Background: an optimization exercise with open tools, aiming at small area, a short achievable clock period and few clock cycles per item. Do not read the settings as production practice. Power figures rest on the tool's default switching activity, not on a simulated workload.

==> flow/design.v <==
`default_nettype none
module hmvf_tx (
    input  wire        clk,
    input  wire        rst,
    input  wire        cmd_valid,
    output wire        cmd_ready,
    input  wire [3:0]  cmd_op,
    input  wire [63:0] cmd_value,
    output wire        out_valid,
    input  wire        out_ready,
    output wire [7:0]  out_data,
    output wire        out_last
);
    localparam OP_VI   = 4'd0;
    localparam OP_BOOL = 4'd3;
    reg        rdy;         
    reg        a_valid;
    reg        a_last;      
    reg        a_var;       
    reg        a_vi;        
    reg [7:0]  a_sel;       
    reg [63:0] a;
    reg        o_valid, o_last;
    reg [7:0]  o_data;
    reg        s_valid, s_last;
    reg [7:0]  s_data;
    wire push = a_valid && !s_valid;
    wire ld   = !a_valid || (a_last && !s_valid);
    reg [7:0] a_byte;
    integer k;
    always @(*) begin
        a_byte = {8{a_sel[0]}} & {a_var ? !a_last : a[7], a[6:0]};
        for (k = 1; k < 8; k = k + 1)
            a_byte = a_byte | ({8{a_sel[k]}} & a[8*k +: 8]);
    end
    wire [63:0] a_shr    = {7'd0, a[63:39], a_vi ? 7'd0 : a[38:32], a[31:7]};
    wire        shr_last = (a[31:14] == 18'd0) && (a_vi || a[63:32] == 32'd0);
    wire in_vi    = (cmd_op == OP_VI);
    wire in_var   = (cmd_op[3:1] == 3'd0);
    wire in_bool  = (cmd_op == OP_BOOL);
    wire in_b16   = (cmd_op[3:1] == 3'd2);
    wire in_b32   = (cmd_op[3:1] == 3'd3);
    wire in_b64   = cmd_op[3];
    wire in_vlast = (cmd_value[31:7] == 25'd0) && (in_vi || cmd_value[63:32] == 32'd0);
    wire in_last  = in_var ? in_vlast : !(in_b16 || in_b32 || in_b64);
    wire s_valid_n = !out_ready && (s_valid || (a_valid && o_valid));
    wire a_last_n  = ld ? in_last : (!push ? a_last : a_var ? shr_last : a_sel[1]);
    wire a_valid_n = ld ? cmd_valid : a_valid;
    wire rdy_n     = !a_valid_n || (a_last_n && !s_valid_n);
    wire o_free = !o_valid || out_ready;
    always @(posedge clk) begin
        if (rst) begin
            rdy     <= 1'b1;
            a_valid <= 1'b0;
            o_valid <= 1'b0;
            s_valid <= 1'b0;
        end else begin
            rdy     <= rdy_n;
            a_valid <= a_valid_n;
            s_valid <= s_valid_n;
            if (s_valid || push)
                o_valid <= 1'b1;
            else if (out_ready)
                o_valid <= 1'b0;
        end
        if (s_valid) begin
            if (out_ready) begin
                o_data <= s_data;
                o_last <= s_last;
            end
        end else if (push) begin
            if (o_free) begin
                o_data <= a_byte;
                o_last <= a_last;
            end else begin
                s_data <= a_byte;
                s_last <= a_last;
            end
        end
        a_last <= a_last_n;
        if (ld) begin
            a_var <= in_var;
            a_vi  <= in_vi;
            a_sel <= {in_b64, 3'd0, in_b32, 1'b0, in_b16, !(in_b16 || in_b32 || in_b64)};
            a     <= {cmd_value[63:8], cmd_value[7:1] & {7{!in_bool}}, cmd_value[0]};
        end else if (push) begin
            if (a_var)
                a <= a_shr;
            else
                a_sel <= {1'b0, a_sel[7:1]};
        end
    end
    assign cmd_ready = rdy;
    assign out_valid = o_valid;
    assign out_data  = o_data;
    assign out_last  = o_last;
endmodule
`default_nettype wire
`default_nettype none
module hmvf_rx (
    input  wire        clk,
    input  wire        rst,
    input  wire        cmd_valid,
    output wire        cmd_ready,
    input  wire [3:0]  cmd_op,
    input  wire        in_valid,
    output wire        in_ready,
    input  wire [7:0]  in_data,
    output wire        done,
    output wire [63:0] value,
    output wire        ovf,
    output wire [3:0]  cblen,
    output wire [79:0] cb
);
    localparam OP_VI   = 4'd0;
    localparam OP_VL   = 4'd1;
    localparam OP_BOOL = 4'd3;
    localparam OP_I16  = 4'd4;
    localparam OP_I32  = 4'd6;
    reg        cur_v, pend_v;
    reg        rdy;         
    reg [3:0]  cur_op, pend_op;
    reg        c_vi, c_var;   
    reg [9:0]  pos;         
    reg        lastb;       
    reg        done_r;
    reg        ovf_r;
    reg [3:0]  cblen_r;
    reg [63:0] v;
    reg [37:0] ch;          
    reg [9:0]  cont;        
    integer kk;
    wire acc   = cmd_valid && !pend_v;
    wire take  = cur_v && in_valid;
    wire c_vl   = (cur_op == OP_VL);
    wire c_bool = (cur_op == OP_BOOL);
    wire c_sext = (cur_op == OP_I16) || (cur_op == OP_I32);
    wire c_b16  = (cur_op[3:1] == 3'd2);
    wire c_b32  = (cur_op[3:1] == 3'd3);
    wire c_b64  = cur_op[3];
    wire fin    = take && (lastb || (c_var && !in_data[7]));
    wire pend_n = cur_v && !fin && (pend_v || acc);
    wire [3:0] nx_op  = pend_v ? pend_op : cmd_op;
    wire       nx_one = (nx_op[3:1] == 3'd1);       
    wire lastb_sh = (c_vi && pos[3]) || (c_vl && pos[8]) || (c_b16 && pos[0]) ||
                    (c_b32 && pos[2]) || (c_b64 && pos[6]);
    assign cmd_ready = rdy;
    assign in_ready  = cur_v;
    wire [7:0] be_in = c_bool ? {7'd0, in_data[0]} : in_data;
    wire       fill  = c_sext && in_data[7];
    always @(posedge clk) begin
        if (rst) begin
            cur_v  <= 1'b0;
            pend_v <= 1'b0;
            rdy    <= 1'b1;
            pos    <= 10'd1;
            done_r <= 1'b0;
        end else begin
            done_r <= fin;
            if (!cur_v || fin)
                cur_v <= pend_v || acc;
            pend_v <= pend_n;
            rdy    <= !pend_n;
            if (take)
                pos <= fin ? 10'd1 : {pos[8:0], 1'b0};
        end
        if (!cur_v || fin) begin
            cur_op <= nx_op;
            c_vi   <= (nx_op == OP_VI);
            c_var  <= (nx_op[3:1] == 3'd0);
            lastb  <= nx_one;
        end else if (take)
            lastb  <= lastb_sh;
        if (acc)
            pend_op <= cmd_op;
        cblen_r <= {pos[7] | pos[8] | pos[9],
                    pos[3] | pos[4] | pos[5] | pos[6],
                    pos[1] | pos[2] | pos[5] | pos[6] | pos[9],
                    pos[0] | pos[2] | pos[4] | pos[6] | pos[8]};
        ovf_r   <= c_var && in_data[7];
        for (kk = 0; kk < 10; kk = kk + 1)
            cont[kk] <= (pos >> (kk + 1)) != 10'd0 || (pos[kk] && in_data[7]);
    end
    genvar i;
    generate
        for (i = 0; i < 64; i = i + 1) begin : g_v
            localparam integer G = (i < 63) ? i / 7 : 9;     
            wire first_d = c_var ? ((i < 7) ? in_data[i] : 1'b0)
                                 : ((i < 8) ? be_in[i] : fill);
            wire var_d   = (c_vi && i >= 32) ? in_data[3] : in_data[i % 7];
            wire be_d    = (i < 8) ? in_data[i] : v[(i < 8) ? 0 : i - 8];
            wire wr      = pos[0] || !c_var || pos[G] || (c_vi && i >= 32 && pos[4]);
            always @(posedge clk)
                if (take && wr)
                    v[i] <= pos[0] ? first_d : (c_var ? var_d : be_d);
        end
    endgenerate
    always @(posedge clk) begin
        if (take && (pos[0] || pos[4]))
            ch[2:0] <= pos[0] ? 3'd0 : in_data[6:4];
    end
    genvar k;
    generate
        for (k = 5; k < 10; k = k + 1) begin : g_ch
            always @(posedge clk)
                if (take && (pos[0] || pos[k]))
                    ch[7*k-32 +: 7] <= pos[0] ? 7'd0 : in_data[6:0];
        end
    endgenerate
    assign done  = done_r;
    assign ovf   = ovf_r;
    assign cblen = cblen_r;
    assign value = v;
    genvar g;
    generate
        for (g = 0; g < 4; g = g + 1) begin : g_cb
            assign cb[8*g +: 8] = {cont[g], v[7*g +: 7]};
        end
        for (g = 5; g < 10; g = g + 1) begin : g_cbh
            assign cb[8*g +: 8] = {cont[g], ch[7*g-32 +: 7]};
        end
    endgenerate
    assign cb[39:32] = {cont[4], ch[2:0], v[31:28]};
endmodule
`default_nettype wire
`default_nettype none
module hmvf_codec (
    input  wire        clk,
    input  wire        rst,
    input  wire        tx_cmd_valid,
    output wire        tx_cmd_ready,
    input  wire [3:0]  tx_cmd_op,
    input  wire [63:0] tx_cmd_value,
    output wire        tx_out_valid,
    input  wire        tx_out_ready,
    output wire [7:0]  tx_out_data,
    output wire        tx_out_last,
    input  wire        rx_cmd_valid,
    output wire        rx_cmd_ready,
    input  wire [3:0]  rx_cmd_op,
    input  wire        rx_in_valid,
    output wire        rx_in_ready,
    input  wire [7:0]  rx_in_data,
    output wire        rx_done,
    output wire [63:0] rx_value,
    output wire        rx_ovf,
    output wire [3:0]  rx_cblen,
    output wire [79:0] rx_cb
);
    hmvf_tx u_tx (
        .clk       (clk),
        .rst       (rst),
        .cmd_valid (tx_cmd_valid),
        .cmd_ready (tx_cmd_ready),
        .cmd_op    (tx_cmd_op),
        .cmd_value (tx_cmd_value),
        .out_valid (tx_out_valid),
        .out_ready (tx_out_ready),
        .out_data  (tx_out_data),
        .out_last  (tx_out_last)
    );
    hmvf_rx u_rx (
        .clk       (clk),
        .rst       (rst),
        .cmd_valid (rx_cmd_valid),
        .cmd_ready (rx_cmd_ready),
        .cmd_op    (rx_cmd_op),
        .in_valid  (rx_in_valid),
        .in_ready  (rx_in_ready),
        .in_data   (rx_in_data),
        .done      (rx_done),
        .value     (rx_value),
        .ovf       (rx_ovf),
        .cblen     (rx_cblen),
        .cb        (rx_cb)
    );
endmodule
`default_nettype wire
Settings: LEC_CHECK=0, CAP_MARGIN=20, CORE_MARGIN=2, CORE_UTILIZATION=70, SETUP_SLACK_MARGIN=2.0, SLEW_MARGIN=20, TNS_END_PERCENT=5; clock period 4.0 ns.
standard.sh (not shown) runs the stock make flow with config.mk's settings and CLKGATE_MAP_FILE= SYNTH_SCRIPT=/design/flow/synth_recipe.tcl, a recipe that flattens the netlist after the stock synthesis.
==> flow/flow/run.sh <==
#!/bin/bash
# Standard ORFS layout, with the I/O port buffers made from the smallest
# buffer cell (timing repair upsizes the ones on critical paths).
set -euo pipefail
export BUFFER_PORTS_ARGS="-buffer_cell sky130_fd_sc_hd__buf_1"
bash standard.sh > standard.log 2>&1
The baseline finished with timing, DRC and antenna clean.
Then changed:
--- a/flow/config.mk
+++ b/flow/config.mk
@@ -8,5 +8,5 @@
 export CAP_MARGIN = 20
 export CORE_MARGIN = 2
-export CORE_UTILIZATION = 70
+export CORE_UTILIZATION = 55
 export SETUP_SLACK_MARGIN = 2.0
 export SLEW_MARGIN = 20
Wire length rises by about 6.5%.
Setup slack is worse by 0.047 ns.
Power went down by about 0.45%.
Clock skew is higher by 0.0060 ns.
Die area is higher by 26%.
Sequential share of layout area fell by 0.30 points.
Worst hold slack hardly moves.
Clock-buffer cell count is unchanged.
Final area went up by 0.51%.
Maximum frequency is lower by about 2.3%.
Then changed:
--- a/flow/config.mk
+++ b/flow/config.mk
@@ -9,5 +9,5 @@
 export CORE_MARGIN = 2
 export CORE_UTILIZATION = 55
-export SETUP_SLACK_MARGIN = 2.0
+export SETUP_SLACK_MARGIN = 1.95
 export SLEW_MARGIN = 20
-export TNS_END_PERCENT = 5
+export TNS_END_PERCENT = 100
The new run ran to the end with no violations.
Worst setup slack improves by 0.10 ns.
Non-clock buffer count stays the same.
Via count came out higher slightly.
Final area is about the same.
Function was not checked in any run of this note: the RTL went through the layout flow alone.

## separate check: timing with driven ports
No port has a modelled driver above. Below, the same layouts with a new extraction and two added sets of constraints. Step 1 (the two cells are an assumption about what drives the block):
set clk [get_ports {clk}]
set_driving_cell -lib_cell sky130_fd_sc_hd__clkbuf_16 $clk
set_driving_cell -lib_cell sky130_fd_sc_hd__buf_2 [delete_from_list [all_inputs] $clk]
Step 2 moves the port delays by t, midway between the first and last clock arrival at a register: inputs arrive t later, outputs are due t later. That takes back most of the time a late clock gives input paths. a / b / c = ideal ports / drivers / drivers and shift; a / b = the first two.
run | t, ns | setup slack, ns | hold slack, ns | slew at the worst register clock pin (ns) | worst slew at a driven data input, ns
the first run | 0.548 | 1.983 / 1.983 / 1.462 | 0.491 / 0.475 / 0.523 | 0.06 / 0.06 | 0.05
the second run | 0.552 | 1.936 / 1.936 / 1.556 | 0.489 / 0.470 / 0.522 | 0.06 / 0.06 | 0.04
the third run | 0.553 | 2.039 / 1.994 / 1.547 | 0.487 / 0.469 / 0.523 | 0.06 / 0.06 | 0.04
After both steps every run listed still meets setup and hold. The setup slack of the first run, which loses most, moves by 0.000 ns with the drivers and by -0.521 ns with both steps.
